Source: an optimization exercise on an open RTL-to-GDS flow (aim: a short achievable clock period and few clock cycles). Production flows keep margins and buffers that such runs may drop. Function was checked by simulation only, so behaviour that the tests miss may differ from the original. Power and IR drop assume default switching activity.

`run.sh`:
```
#!/bin/bash
# synth_recipe.tcl (not shown) runs the flow's synth.tcl, then flattens the netlist and writes it again
# the make line also repeats each setting of config.mk as NAME=value (left out here)
make -C /OpenROAD-flow-scripts/flow DESIGN_CONFIG=/design/flow/config.mk WORK_HOME=/design/flow/orfs CLKGATE_MAP_FILE= SYNTH_SCRIPT=/design/flow/synth_recipe.tcl finish
```
`design.v`:
```
module fde_core (
    input  wire        clk,
    input  wire        rst,            
    input  wire [7:0]  key,            
    output wire [7:0]  mem_addr,
    output wire        mem_we,
    output wire [15:0] mem_wdata,
    input  wire [15:0] mem_rdata,
    output reg  [15:0] out_data,
    output reg         out_valid,
    output reg  [15:0] disp_data,
    output reg         disp_data_valid,
    output reg  [15:0] disp_ctrl,
    output reg         disp_ctrl_valid,
    output reg         halted,
    output reg  [1:0]  fault,
    output reg  [15:0] fault_info
);
    localparam [1:0] FAULT_NONE        = 2'd0;
    localparam [1:0] FAULT_INVALID_OP  = 2'd1;
    localparam [1:0] FAULT_ADDR_RANGE  = 2'd3;
    localparam [7:0] OP_NOP = 8'h00, OP_LDA = 8'h01, OP_ADD = 8'h02, OP_SUB = 8'h03,
                     OP_STA = 8'h04, OP_LDI = 8'h05, OP_JMP = 8'h06, OP_JC  = 8'h07,
                     OP_JZ  = 8'h08, OP_SHL = 8'h09, OP_SHR = 8'h0A, OP_KEY = 8'h0B,
                     OP_OUT = 8'h0E, OP_HLT = 8'h0F, OP_PSH = 8'h10, OP_POP = 8'h11,
                     OP_CAL = 8'h12, OP_RET = 8'h13, OP_LSP = 8'h14, OP_DSD = 8'h15,
                     OP_DSC = 8'h16;
    reg [7:0]  a_lo, a_h0, a_h1;
    reg        a_cs;
    wire [15:0] reg_a = {a_cs ? a_h1 : a_h0, a_lo};
    reg        carry;
    reg        zero;
    reg [3:0]  sp;
    reg [7:0]  ma;         
    reg        mw;         
    reg [7:0]  mwd_lo, mwd_h0, mwd_h1;    
    reg        mwd_cs;
    wire [15:0] mwd = {mwd_cs ? mwd_h1 : mwd_h0, mwd_lo};
    reg        pk_fetch;   
    wire [7:0] ma_p1 = ma + 8'd1;
    assign mem_addr  = ma;
    assign mem_we    = mw;
    assign mem_wdata = mwd;
    reg        have;
    reg [7:0]  ir_op;
    reg [7:0]  ir_opd;
    reg [7:0]  nseq;       
    reg [7:0]  nseq_p1;    
    reg d_lda, d_add, d_sub, d_sta, d_psh, d_pop, d_cal, d_ret;
    reg d_ldi, d_key, d_shl, d_shr, d_out, d_dsd, d_dsc, d_lsp, d_hlt, d_bad;
    reg d_jc, d_jz;
    reg d_guess;           
    localparam CL = 5;
    localparam NL = 1 << CL;
    wire [NL-1:0] c_val;
    reg [15:0] pf_word;
    reg        pf_ok;
    wire jx     = have & !halted;                        
    wire j_mem  = d_lda | d_add | d_sub | d_sta | d_psh | d_pop;    
    wire ret_bad = d_ret & (mem_rdata[15:8] != 8'd0);
    wire halting = jx & (d_hlt | d_bad | ret_bad);
    function [8:0] add8;           
        input [7:0] x, y;
        input       ci;
        reg   [8:0] g, p, pp;
        integer     i, d;
        begin
            g[0] = ci;
            p[0] = 1'b0;
            for (i = 0; i < 8; i = i + 1) begin
                g[i+1] = x[i] & y[i];
                p[i+1] = x[i] ^ y[i];
            end
            pp = p;
            for (d = 1; d < 9; d = d * 2)
                for (i = 8; i >= d; i = i - 1) begin
                    g[i] = g[i] | (p[i] & g[i-d]);
                    p[i] = p[i] & p[i-d];
                end
            for (i = 0; i < 8; i = i + 1)
                add8[i] = pp[i+1] ^ g[i];
            add8[8] = g[8];
        end
    endfunction
    wire [15:0] opb    = mem_rdata;
    wire [15:0] opx    = d_sub ? ~opb : opb;
    wire [8:0]  alu_l  = add8(reg_a[7:0],  opx[7:0],  d_sub);
    wire [8:0]  alu_h0 = add8(reg_a[15:8], opx[15:8], 1'b0);
    wire [8:0]  alu_h1 = add8(reg_a[15:8], opx[15:8], 1'b1);
    wire        alu_c  = alu_l[8] ? alu_h1[8] : alu_h0[8];
    wire        alu_z    = d_sub ? (reg_a == opb)
                                 : ((reg_a ^ opb) == {reg_a[14:0] | opb[14:0], 1'b0});
    wire j_alu = jx & (d_add | d_sub);
    reg [15:0] a_other;
    always @* begin
        a_other = reg_a;
        if (jx) begin
            if (d_lda | d_pop) a_other = mem_rdata;
            if (d_ldi)         a_other = {8'd0, ir_opd};
            if (d_key)         a_other = {8'd0, key};
            if (d_shl)         a_other = {reg_a[14:0], 1'b0};
            if (d_shr)         a_other = {1'b0, reg_a[15:1]};
        end
    end
    wire [7:0]  aj_lo = j_alu ? alu_l[7:0]  : a_other[7:0];
    wire [7:0]  aj_h0 = j_alu ? alu_h0[7:0] : a_other[15:8];
    wire [7:0]  aj_h1 = j_alu ? alu_h1[7:0] : a_other[15:8];
    wire        aj_cs = j_alu & alu_l[8];
    wire c_other = (jx & d_shl) ? reg_a[15] : (jx & d_shr) ? reg_a[0] : carry;
    wire z_other = (jx & d_shl) ? (reg_a[14:0] == 15'd0) :
                   (jx & d_shr) ? (reg_a[15:1] == 15'd0) : zero;
    wire c_aj = j_alu ? alu_c : c_other;
    wire z_aj = j_alu ? alu_z : z_other;
    reg [3:0] sp_aj;
    always @* begin
        sp_aj = sp;
        if (jx) begin
            if (d_psh | d_cal) sp_aj = sp + 4'd1;
            if (d_pop | d_ret) sp_aj = sp - 4'd1;
            if (d_lsp)         sp_aj = reg_a[3:0];
        end
    end
    wire        pf_use = pf_ok & !(mw & (ma == nseq));
    wire        n_from_pf = !pk_fetch & have & j_mem & pf_use;
    wire        j_wrong = jx & d_guess & ((d_jc & carry) | (d_jz & zero));
    wire        n_valid = (pk_fetch & !j_wrong) | n_from_pf;
    wire [15:0] n_word  = pk_fetch ? mem_rdata : pf_word;
    wire [7:0]  n_nseq  = pk_fetch ? ma_p1 : nseq_p1;
    wire [7:0]  n_op    = n_word[15:8];
    wire [7:0]  n_opd   = n_word[7:0];
    wire n_lda = (n_op == OP_LDA), n_add = (n_op == OP_ADD), n_sub = (n_op == OP_SUB);
    wire n_sta = (n_op == OP_STA), n_psh = (n_op == OP_PSH), n_pop = (n_op == OP_POP);
    wire n_cal = (n_op == OP_CAL), n_ret = (n_op == OP_RET);
    wire n_jmp = (n_op == OP_JMP), n_jc = (n_op == OP_JC), n_jz = (n_op == OP_JZ);
    wire n_dir  = n_lda | n_add | n_sub | n_sta;
    wire n_push = n_psh | n_cal;
    wire n_popr = n_pop | n_ret;
    wire n_memop = n_dir | n_push | n_popr;
    wire n_guess = j_alu & (n_jc | n_jz);
    wire n_taken = n_jmp | (!j_alu & ((n_jc & c_other) | (n_jz & z_other)));
    wire use_opd = n_valid & (n_dir | (!n_memop & n_taken));
    reg [7:0]  ma_n;
    reg        mw_n;
    reg [7:0]  mwd_lo_n, mwd_h0_n, mwd_h1_n;
    reg        mwd_cs_n;
    reg        pk_n;
    reg [7:0]  ma_rest;
    always @* begin
        ma_rest = n_nseq;
        if (n_valid) begin
            if (n_push)      ma_rest = {4'hF, sp_aj};
            else if (n_popr) ma_rest = {4'hF, sp_aj - 4'd1};
        end else begin
            if (d_cal | j_wrong) ma_rest = ir_opd;
            else if (d_ret) ma_rest = mem_rdata[7:0];
            else            ma_rest = nseq;
        end
        ma_n = use_opd ? n_opd : ma_rest;
    end
    always @* begin
        mw_n  = 1'b0;
        mwd_lo_n = aj_lo;
        mwd_h0_n = aj_h0;
        mwd_h1_n = aj_h1;
        mwd_cs_n = aj_cs;
        pk_n  = 1'b1;
        if (n_valid) begin
            if (n_memop) begin
                pk_n = 1'b0;
                mw_n = n_sta | n_push;
                if (n_cal) begin
                    mwd_lo_n = n_nseq;
                    mwd_h0_n = 8'd0;
                    mwd_h1_n = 8'd0;
                    mwd_cs_n = 1'b0;
                end
            end
        end
        if (halting) mw_n = 1'b0;
    end
    wire [16*NL-1:0] c_words;
    wire [NL-1:0]    c_hit_a, c_hit_b;
    genvar gi;
    generate
        for (gi = 0; gi < NL; gi = gi + 1) begin : line
            reg [15:0]   data;
            reg [7-CL:0] tag;
            wire [7-CL:0] wtag = (gi == NL - 1) ? ma[7:CL] - 1'b1 : ma[7:CL];
            wire sel = (ma[CL-1:0] == (gi + 1) % NL);
            wire upd = mw & c_val[gi] & (tag == wtag);
            always @(posedge clk) begin
                if (sel && (pk_fetch || upd)) begin
                    data <= pk_fetch ? mem_rdata : mwd;
                    tag  <= wtag;
                end
            end
            reg        val;
            always @(posedge clk) begin
                if (rst)
                    val <= 1'b0;
                else if (!halted && pk_fetch && sel)
                    val <= 1'b1;
            end
            assign c_val[gi] = val;
            assign c_words[gi*16 +: 16] = data;
            assign c_hit_a[gi] = c_val[gi] & (tag == ma[7:CL]);
            assign c_hit_b[gi] = c_val[gi] & (tag == nseq[7:CL]);
        end
    endgenerate
    wire [CL-1:0] ia = ma[CL-1:0];       
    wire [CL-1:0] ib = nseq[CL-1:0];     
    wire        hit_a  = c_hit_a[ia];
    wire        hit_b  = c_hit_b[ib];
    wire [15:0] word_a = c_words[ia*16 +: 16];
    wire [15:0] word_b = c_words[ib*16 +: 16];
    always @(posedge clk) begin
        if (rst) begin
            a_lo            <= 8'd0;
            a_h0            <= 8'd0;
            a_h1            <= 8'd0;
            a_cs            <= 1'b0;
            carry           <= 1'b0;
            zero            <= 1'b0;
            sp              <= 4'd0;
            ma              <= 8'd0;
            mw              <= 1'b0;
            mwd_lo          <= 8'd0;
            mwd_h0          <= 8'd0;
            mwd_h1          <= 8'd0;
            mwd_cs          <= 1'b0;
            pk_fetch        <= 1'b1;
            have            <= 1'b0;
            ir_op           <= 8'd0;
            ir_opd          <= 8'd0;
            nseq            <= 8'd0;
            nseq_p1         <= 8'd0;
            {d_lda, d_add, d_sub, d_sta, d_psh, d_pop, d_cal, d_ret} <= 8'd0;
            {d_ldi, d_key, d_shl, d_shr, d_out, d_dsd, d_dsc, d_lsp, d_hlt, d_bad} <= 10'd0;
            {d_jc, d_jz, d_guess} <= 3'd0;
            pf_word         <= 16'd0;
            pf_ok           <= 1'b0;
            halted          <= 1'b0;
            fault           <= FAULT_NONE;
            fault_info      <= 16'd0;
            out_data        <= 16'd0;
            out_valid       <= 1'b0;
            disp_data       <= 16'd0;
            disp_data_valid <= 1'b0;
            disp_ctrl       <= 16'd0;
            disp_ctrl_valid <= 1'b0;
        end else begin
            out_valid       <= 1'b0;
            disp_data_valid <= 1'b0;
            disp_ctrl_valid <= 1'b0;
            if (halted) begin
                mw <= 1'b0;
            end else begin
                a_lo  <= aj_lo;
                a_h0  <= aj_h0;
                a_h1  <= aj_h1;
                a_cs  <= aj_cs;
                carry <= c_aj;
                zero  <= z_aj;
                if (jx) begin
                    if (d_psh | d_cal) sp <= sp + 4'd1;
                    if (d_pop) sp <= sp - 4'd1;
                    if (d_ret) begin
                        if (ret_bad) begin
                            halted     <= 1'b1;
                            fault      <= FAULT_ADDR_RANGE;
                            fault_info <= mem_rdata;
                        end else begin
                            sp <= sp - 4'd1;
                        end
                    end
                    if (d_out) begin
                        out_data  <= reg_a;
                        out_valid <= 1'b1;
                    end
                    if (d_dsd) begin
                        disp_data       <= reg_a;
                        disp_data_valid <= 1'b1;
                    end
                    if (d_dsc) begin
                        disp_ctrl       <= reg_a;
                        disp_ctrl_valid <= 1'b1;
                    end
                    if (d_lsp) sp <= reg_a[3:0];
                    if (d_hlt) halted <= 1'b1;
                    if (d_bad) begin
                        halted     <= 1'b1;
                        fault      <= FAULT_INVALID_OP;
                        fault_info <= {8'd0, ir_op};
                    end
                end
                ma       <= ma_n;
                mw       <= mw_n;
                mwd_lo   <= mwd_lo_n;
                mwd_h0   <= mwd_h0_n;
                mwd_h1   <= mwd_h1_n;
                mwd_cs   <= mwd_cs_n;
                pk_fetch <= pk_n;
                have     <= n_valid;
                ir_op    <= n_op;
                ir_opd   <= n_opd;
                nseq     <= n_nseq;
                nseq_p1  <= n_nseq + 8'd1;
                d_lda    <= n_lda;
                d_add    <= n_add;
                d_sub    <= n_sub;
                d_sta    <= n_sta;
                d_psh    <= n_psh;
                d_pop    <= n_pop;
                d_cal    <= n_cal;
                d_ret    <= n_ret;
                d_jc     <= n_jc;
                d_jz     <= n_jz;
                d_guess  <= n_guess;
                d_ldi    <= (n_op == OP_LDI);
                d_key    <= (n_op == OP_KEY);
                d_shl    <= (n_op == OP_SHL);
                d_shr    <= (n_op == OP_SHR);
                d_out    <= (n_op == OP_OUT);
                d_dsd    <= (n_op == OP_DSD);
                d_dsc    <= (n_op == OP_DSC);
                d_lsp    <= (n_op == OP_LSP);
                d_hlt    <= (n_op == OP_HLT);
                d_bad    <= (n_op == 8'h0C) | (n_op == 8'h0D) | (n_op > 8'h16);
                if (pk_fetch) begin
                    pf_word <= word_a;
                    pf_ok   <= hit_a;
                end else begin
                    pf_word <= word_b;
                    pf_ok   <= hit_b & !(mw & (ma == nseq_p1));
                end
            end
        end
    end
endmodule
```
`constraint.sdc`:
```
create_clock -name core_clock -period 7.0 [get_ports {clk}]
set_input_delay 1.4000 -clock core_clock [delete_from_list [all_inputs] [get_ports {clk}]]
set_output_delay 1.4000 -clock core_clock [all_outputs]
set_load 0.01 [all_outputs]
```
`config.mk`:
```
export PLATFORM = sky130hd
export DESIGN_NAME = fde_core
export DESIGN_NICKNAME = fde_core
export VERILOG_FILES = /design/flow/design.v
export SDC_FILE = /design/flow/constraint.sdc
export NUM_CORES = 4
export LEC_CHECK = 0
export ABC_CLOCK_PERIOD_IN_PS = 1500
export CAP_MARGIN = 20
export CORE_MARGIN = 2
export CORE_UTILIZATION = 55
export PLACE_DENSITY = 0.75
export SETUP_SLACK_MARGIN = 4.6
export SLEW_MARGIN = 20
export TNS_END_PERCENT = 100
```
==> qor.yml, run 1 <==
clock_network:
  numCtsBuffers: 86
  htree_levels: 3
  clockBufferDepth: 3
  cts_num_sinks: 847
  cts_tree: "built"
  cts.clk_slew.worst_paths_ps: 60
  worstSkewPairLatency_ps: 670
  hold_buffers: 0
  clock-root-buffer: "clkbuf_16"
cells_and_area:
  final_common_cell: "edfxtp_1"
  final_nets: 3407
  drive_above_1_share: 0.322
  diodes: 0
  area_growth_syn_to_layout_pct: 27.0
  final_cell_mix: "608 x edfxtp_1, 280 x nor2_1, 184 x nand2_1, 183 x buf_4, 156 x buf_6"
  finalInstanceArea_mm2: 0.0496
grt:
  grt_max_degree: 93
  grt_pass1_vias: 28205
  gr-total-overflow: 0
  grt_pass1_wl_um: 193000
  grt_use_total: 0.359
  grt_antenna_before_repair: 2
timing:
  relSlewSlack: 0.282
  setup_viol: 0
  slew_violations: 0
  timing.fmax_mhz: 334
  fin_skew_ps: 40.0
  setup-tns-final_ps: 0
  finalCriticalPeriod_ps: 2990
  worst_hold_slack_ps: 459
  fin_crit_sh: 0.427
  worst_pin_slew_ps: 1060
  hold_viol: 0
  rsz0062_at_grt: "true"
die:
  io_pins: 121
  num_rows: 97
  die_w_um: 270
  die_area_mm2: 0.0732
  core_area_mm2: 0.0701
  initial_core_util: 0.557
  die_y_um: 270
synthesis:
  synth.distinct_cells: 86
  ys_ff_latch: 847
  ys_seq_area_frac: 0.590
  synth_nets: 3084
  synth_edf_count: 608
  ys_async_sr_fraction: 0
  syn_inst: 3013
  yosys_warnings: 1
  ys.flop_type: "edfxtp_1"
  syn_avg_cell_area_um2: 13.0
  syn_area_mm2: 0.0391
place:
  placed_area_mm2: 0.0415
  dp_hpwl_um: 71900
  gp_congestion: 0.945
  portBuffers: 120
critical_path:
  path_max_fanout: 5
  crit_type: "register to output pin"
  rr_worst_depth: 9
  worstPathArrival_ps: 1590
  worst-r2r-setup-slack_ps: 4260
  startpoint_type: "register"
  cp-end-kind: "output pin"
  required_ps: 5600
route:
  antenna_left: 0
  vias: 29217
  drt_iter0_markers: 3947
  wire_per_inst_um: 31.6
  firstDrtPassIters: 8
  wirelength_um: 137000
  drc: 0
  routed_via_density: 6.72
status:
  status: "no timing/DRC/antenna violations"
power:
  irDropWorstVdd_uv: 255
  power_mw: 13.4
  pwr_density_cell_mw_per_mm2: 270
  p_leak_nw: 17.6
job:
  cap_violations: 0
worst_hold_path:
  hp-class: "register to register"
  min_path_cells: 2
[stage by stage]
step / std cells / setup slack, ps / util
5_1_grt: 4348 / 3980 / 0.707
2_1_floorplan: 3013 / 3870 / -
3_3_place_gp: 3914 / 2530 / 0.591
3_5_place_dp: 3915 / 2440 / 0.591
4_1_cts: 4270 / 4000 / 0.684
6_report: 4348 / 4010 / 0.707
[registers in the layout, indices dropped and copies added, names as in the netlist, 16 cells and up]
name	cells
pf_word	16
disp_data	16
line.data	512
disp_ctrl	16
line.tag	96
fault_info	16
out_data	16
line.val	32
[worst max-delay path, cell delays in order, from the launching register on]
cell,delay (ps)
dfxtp_4,350
buf_12,140
mux2_4,320
buf_6,130
[cells by family (layout without fill, tap and decap cells)]
| kind of cell | Yosys count | count (layout) | share of synthesized area |
|---|---|---|---|
| and+or+nand+nor | 752 | 753 | 0.0897 |
| AOI/OAI and AO/OA | 565 | 565 | 0.101 |
| DFF | 847 | 847 | 0.590 |
| adders and majority gates | 45 | 45 | 0.0146 |
| muxes | 263 | 264 | 0.112 |
| xor gates and xnor gates | 269 | 269 | 0.0603 |
| buffers and inverters | 272 | 665 | 0.0326 |
[power by group]
part / internal [mW] / total [mW] / switching, mW / leakage (nW)
Sequential: 5.62 / 5.80 / 0.177 / 7.51
Combinational: 1.24 / 2.83 / 1.59 / 8.66
Clock: 2.71 / 4.78 / 2.07 / 1.42
Total: 9.57 / 13.4 / 3.84 / 17.6
[timing repair]
item | 4_1_cts | 5_1_grt
resized for setup | 934 | 162
cloned | 25 | 9
endpoints found under the setup margin | 1395 | 671
pin swaps | 101 | 96
buffers inserted | 170 | 69
[worst paths after layout]
check / to / start
worst max-delay path: mem_wdata[15] / mwd_cs$_SDFFE_PP0N_
worst min-delay path: fault_info[12]$_SDFFE_PP0P_ / fault_info[12]$_SDFFE_PP0P_
worst max register to register: pf_word[0]$_SDFFE_PP0N_ / nseq[0]$_SDFFE_PP0N_
worst min register to register: fault_info[12]$_SDFFE_PP0P_ / fault_info[12]$_SDFFE_PP0P_
[routing by layer]
layer	up-vias	routed length, um	GRT usage
li1	12043	-	-
met4	2	7840	0.163
met1	14655	50200	0.479
met5	-	14	0
met3	493	15100	0.0763
met2	2024	64200	0.567
[synth_stat cells (13+ instances only)]
master | number | area [um^2]
clkbuf_1 | 110 | 413
nor3b_1 | 23 | 173
xnor2_1 | 153 | 1340
buf_4 | 16 | 120
buf_1 | 19 | 71.3
and3_1 | 13 | 81.3
nor2_1 | 294 | 1100
o211ai_1 | 28 | 210
nor2b_1 | 31 | 194
o22ai_1 | 13 | 81.3
nand2b_1 | 20 | 125
dfxtp_1 | 239 | 4780
nand3_1 | 17 | 85.1
a211oi_1 | 84 | 631
a21oi_1 | 160 | 801
a311oi_1 | 19 | 166
buf_2 | 54 | 270
inv_1 | 55 | 206
xor2_1 | 116 | 1020
o21ai_0 | 44 | 220
mux2_2 | 38 | 428
nor4_1 | 28 | 175
o2111a_1 | 13 | 146
a22oi_1 | 25 | 188
nor3_1 | 46 | 230
a31oi_1 | 36 | 225
o21a_1 | 15 | 113
mux2i_1 | 85 | 851
a211o_1 | 18 | 158
ha_1 | 44 | 551
mux4_2 | 131 | 2950
edfxtp_1 | 608 | 18300
or3_1 | 21 | 131
nand4_1 | 34 | 213
a21o_1 | 17 | 128
nand2_1 | 190 | 713
[area by class of cell]
type	count	area [um^2]
Inverter	59	267
Sequential cell	847	23200
Clock inverter	48	543
Tap cell	940	1180
Timing Repair inverter	1	5.00
Multi-Input combinational cell	1896	16600
Fill cell	4554	20600
Clock buffer	112	2370
Timing Repair Buffer	445	5450
Testbench counts, summed over its fixed seeds: cycles 20,098.
==> run 2, diff against run 1 <==
--- a/config.mk
+++ b/config.mk
@@ -10,6 +10,6 @@
 export CORE_MARGIN = 2
 export CORE_UTILIZATION = 55
 export PLACE_DENSITY = 0.75
-export SETUP_SLACK_MARGIN = 4.6
+export SETUP_SLACK_MARGIN = 4.8
 export SLEW_MARGIN = 20
 export TNS_END_PERCENT = 100
==> qor.yml, run 2 <==
clock_network:
  hold_buffers: 0  # unchanged
  clockBufferDepth: 3  # unchanged
  htree_levels: 3  # unchanged
  worstSkewPairLatency_ps: 690  # was 670 ps
  clock-root-buffer: "clkbuf_16"  # unchanged
  cts_num_sinks: 847  # unchanged
  cts.clk_slew.worst_paths_ps: 60  # about the same
  numCtsBuffers: 88  # was 86
  cts_tree: "built"  # unchanged
status:
  status: "no timing/DRC/antenna violations"  # unchanged
place:
  dp_hpwl_um: 69700  # was 71900 um
  gp_congestion: 0.990  # was 0.945
  portBuffers: 120  # unchanged
timing:
  rsz0062_at_grt: "true"  # unchanged
  hold_viol: 0  # unchanged
  finalCriticalPeriod_ps: 3070  # was 2990 ps
  worst_pin_slew_ps: 1090  # was 1060 ps
  timing.fmax_mhz: 326  # was 334 MHz
  slew_violations: 0  # unchanged
  fin_crit_sh: 0.438  # was 0.427
  worst_hold_slack_ps: 455  # was 459 ps
  setup_viol: 0  # unchanged
  relSlewSlack: 0.272  # was 0.282
  fin_skew_ps: 47.0  # was 40.0 ps
  setup-tns-final_ps: 0  # unchanged
cells_and_area:
  final_nets: 3523  # was 3407
  final_cell_mix: "608 x edfxtp_1, 260 x nor2_1, 228 x buf_4, 174 x nand2_1, 166 x buf_6"  # was 608 x edfxtp_1, 280 x nor2_1, 184 x nand2_1, 183 x buf_4, 156 x buf_6
  fill_cells: 4050  # was 4554
  drive_above_1_share: 0.389  # was 0.322
  area_growth_syn_to_layout_pct: 34.0  # was 27.0%
  largest_register: "line.data"  # unchanged
  largestRegisters: "line.data: 512 flops, line.tag: 96 flops, line.val: 32 flops"  # unchanged
  largest_reg_flops: 512  # unchanged
  final_common_cell: "edfxtp_1"  # unchanged
worst_hold_path:
  worstHoldEndpoint: "fault_info[9]$_SDFFE_PP0P_"  # was fault_info[12]$_SDFFE_PP0P_
  min-delay-start: "fault_info[9]$_SDFFE_PP0P_"  # was fault_info[12]$_SDFFE_PP0P_
  min_path_cells: 2  # unchanged
  hp-class: "register to register"  # unchanged
synthesis:
  yosysMostFrequentCell: "edfxtp_1"  # unchanged
  syn_avg_cell_area_um2: 13.0  # unchanged
  synth.distinct_cells: 86  # unchanged
  ys_async_sr_fraction: 0  # unchanged
  yosys_warnings: 1  # unchanged
  synth_edf_count: 608  # unchanged
  syn_inst: 3013  # unchanged
  synth_top_area_share: 0.467  # unchanged
  yosysTopAreaCell: "edfxtp_1"  # unchanged
  ys_seq_area_frac: 0.590  # unchanged
  syn_area_mm2: 0.0391  # unchanged
  ys_ff_latch: 847  # unchanged
  ys.flop_type: "edfxtp_1"  # unchanged
  synthTopCellsByArea: "edfxtp_1 47%, dfxtp_1 12%, mux4_2 7.6%, xnor2_1 3.4%, nor2_1 2.8%"  # unchanged
  synth.top_cells.by_count: "608 x edfxtp_1, 294 x nor2_1, 239 x dfxtp_1"  # unchanged
  synth_nets: 3084  # unchanged
die:
  io_pins: 121  # unchanged
  die_area_mm2: 0.0732  # unchanged
  num_rows: 97  # unchanged
  initial_core_util: 0.557  # unchanged
  die_y_um: 270  # unchanged
  core_area_mm2: 0.0701  # unchanged
  die_w_um: 270  # unchanged
grt:
  grt_pass1_wl_um: 193000  # about the same
  grt_antenna_before_repair: 3  # was 2
  gr-total-overflow: 0  # unchanged
  grt_max_degree: 97  # was 93
  grt_use_total: 0.357  # was 0.359
  grt_pass1_vias: 29014  # was 28205
critical_path:
  startpoint_type: "register"  # unchanged
  cp-end-kind: "output pin"  # unchanged
  crit_type: "register to output pin"  # unchanged
  worst-r2r-setup-slack_ps: 4020  # was 4260 ps
  required_ps: 5600  # about the same
  rr_worst_depth: 11  # was 9
  worstPathArrival_ps: 1670  # was 1590 ps
  path_max_fanout: 5  # unchanged
  worstReg2RegEnd: "pf_word[11]$_SDFFE_PP0N_"  # was pf_word[0]$_SDFFE_PP0N_
  worstReg2RegStart: "pk_fetch$_SDFFE_PP1N_"  # was nseq[0]$_SDFFE_PP0N_
power:
  pwr_density_cell_mw_per_mm2: 262  # was 270 mW/mm^2
  p_leak_nw: 18.6  # was 17.6 nW
  irDropWorstVdd_uv: 210  # was 255 uV
job:
  cap_violations: 0  # unchanged
route:
  firstDrtPassIters: 9  # was 8
  vias: 30209  # was 29217
  wire_per_inst_um: 31.3  # was 31.6 um
  drt_iter0_markers: 4366  # was 3947
  drc: 0  # unchanged
  antenna_left: 0  # unchanged
  wirelength_um: 140000  # was 137000 um
  routed_via_density: 6.77  # was 6.72
-- run 2: cell count changes in the layout (fill, tap and decap cells not counted), sizes merged, moves of 2 or more --
cell | previous run | this run
buf | 418 | 529
clkbuf | 121 | 112
clkinvlp | 10 | 16
inv | 52 | 56
a21oi | 161 | 163
-- run 2: repair_timing --
| action | CTS | global route |
|---|---|---|
| cloned | 38 | 10 |
| buffers inserted | 218 | 129 |
| endpoints found under the hold margin | 0 | 0 |
| gates resized for setup | 1095 | 264 |
| endpoints found under the setup margin | 1452 | 582 |
| pin swaps | 161 | 154 |
-- run 2: routing by layer --
| metal | up-vias | global-route usage | part of all wire |
|---|---|---|---|
| met5 | - | 0 | 0.00019 |
| met4 | 4 | 0.196 | 0.075 |
| met3 | 683 | 0.0764 | 0.11 |
| met2 | 2351 | 0.587 | 0.48 |
| met1 | 14886 | 0.442 | 0.34 |
| li1 | 12285 | - | - |
-- run 2: area by class of cell --
class | count | area, um^2 | share of cell area
Clock buffer | 103 | 2310 | 0.0441
Timing Repair inverter | 1 | 7.51 | 0.000143
Antenna cell | 1 | 2.50 | 0.0000478
Sequential cell | 847 | 23200 | 0.444
Tap cell | 940 | 1180 | 0.0225
Timing Repair Buffer | 557 | 7060 | 0.135
Clock inverter | 58 | 628 | 0.0120
Multi-Input combinational cell | 1898 | 17600 | 0.337
Inverter | 59 | 269 | 0.00514
-- run 2: stage by stage --
step / setup WS [ps] / util / area (um^2) / std cells / total power [mW]
floorplan: 3870 / - / 40200 / 3013 / 7.27
global placement: 2330 / 0.593 / 41600 / 3903 / 7.79
detailed placement: 2270 / 0.594 / 41700 / 3907 / 7.84
CTS: 3930 / 0.709 / 49800 / 4324 / 13.2
global route: 3910 / 0.746 / 52300 / 4463 / 14.0
finish: 3930 / 0.746 / 52300 / 4464 / 13.7
-- run 2: where the power goes --
| group | leakage (nW) | internal, mW | total (mW) | switching, mW |
|---|---|---|---|---|
| clock network | 1.43 | 2.69 | 4.83 | 2.14 |
| registers | 7.51 | 5.62 | 5.81 | 0.190 |
| logic | 9.69 | 1.42 | 3.10 | 1.68 |
| total | 18.6 | 9.73 | 13.7 | 4.00 |
-- run 2: worst max path at each step --
| stage | from | endpoint | slack, ps | cells past startpoint |
|---|---|---|---|---|
| after floorplan | mem_rdata[12] | a_h0[7]$_SDFFE_PP0N_ | 3870 | 10 |
| after global placement | mem_rdata[15] | mwd_h0[0]$_SDFFE_PP0N_ | 2330 | 8 |
| after detailed placement | mem_rdata[15] | mwd_h1[7]$_SDFFE_PP0N_ | 2270 | 8 |
| after CTS | mwd_cs$_SDFFE_PP0N_ | mem_wdata[9] | 3930 | 3 |
| after global routing | mwd_cs$_SDFFE_PP0N_ | mem_wdata[9] | 3910 | 3 |
| final | mwd_cs$_SDFFE_PP0N_ | mem_wdata[9] | 3930 | 3 |
-- run 2: cell families after synthesis --
group | count (synthesis) | share of synthesized area
AO/OA/AOI/OAI | 565 | 0.101
XOR/XNOR | 269 | 0.0603
adder cells (fa/ha/maj) | 45 | 0.0146
buffers and inverters | 272 | 0.0326
flip-flops | 847 | 0.590
multiplexers | 263 | 0.112
AND/OR/NAND/NOR | 752 | 0.0897
-- run 2: critical path, cell delays in order (launching register included) --
cell and delay (ps):
dfxtp_4 370, buf_12 140, mux2_4 340, buf_6 130

## static timing again, ports no longer ideal
In the flow no input, the clock included, has a driving cell. The finished layouts below were timed again as built, in two steps.
Step 1: set_driving_cell puts a clkbuf_16 on clk and a buf_2 on each other input, an assumption about the parent block.
Step 2, shift: input delay + t, output delay - t, t = (earliest + latest rising clock arrival at the registers) / 2. This alone moves slack from input paths to output paths.
Three values: no drivers, after step 1, after step 2; two values: the first two.
run | t, ns | setup slack, ns | worst hold slack (ns) | worst register clock-pin slew, ns | worst data-port slew with drivers (ns)
run 1 | 0.714 | 4.009 / 3.945 / 3.546 | 0.459 / 0.459 / 0.459 | 0.07 / 0.07 | 0.08
run 2 | 0.728 | 3.933 / 3.866 / 3.478 | 0.455 / 0.455 / 0.455 | 0.07 / 0.07 | 0.11
After both steps setup and hold are still met in every run listed. The setup slack of run 1, which loses most, moves by -0.064 ns with the drivers and by -0.463 ns with both steps.
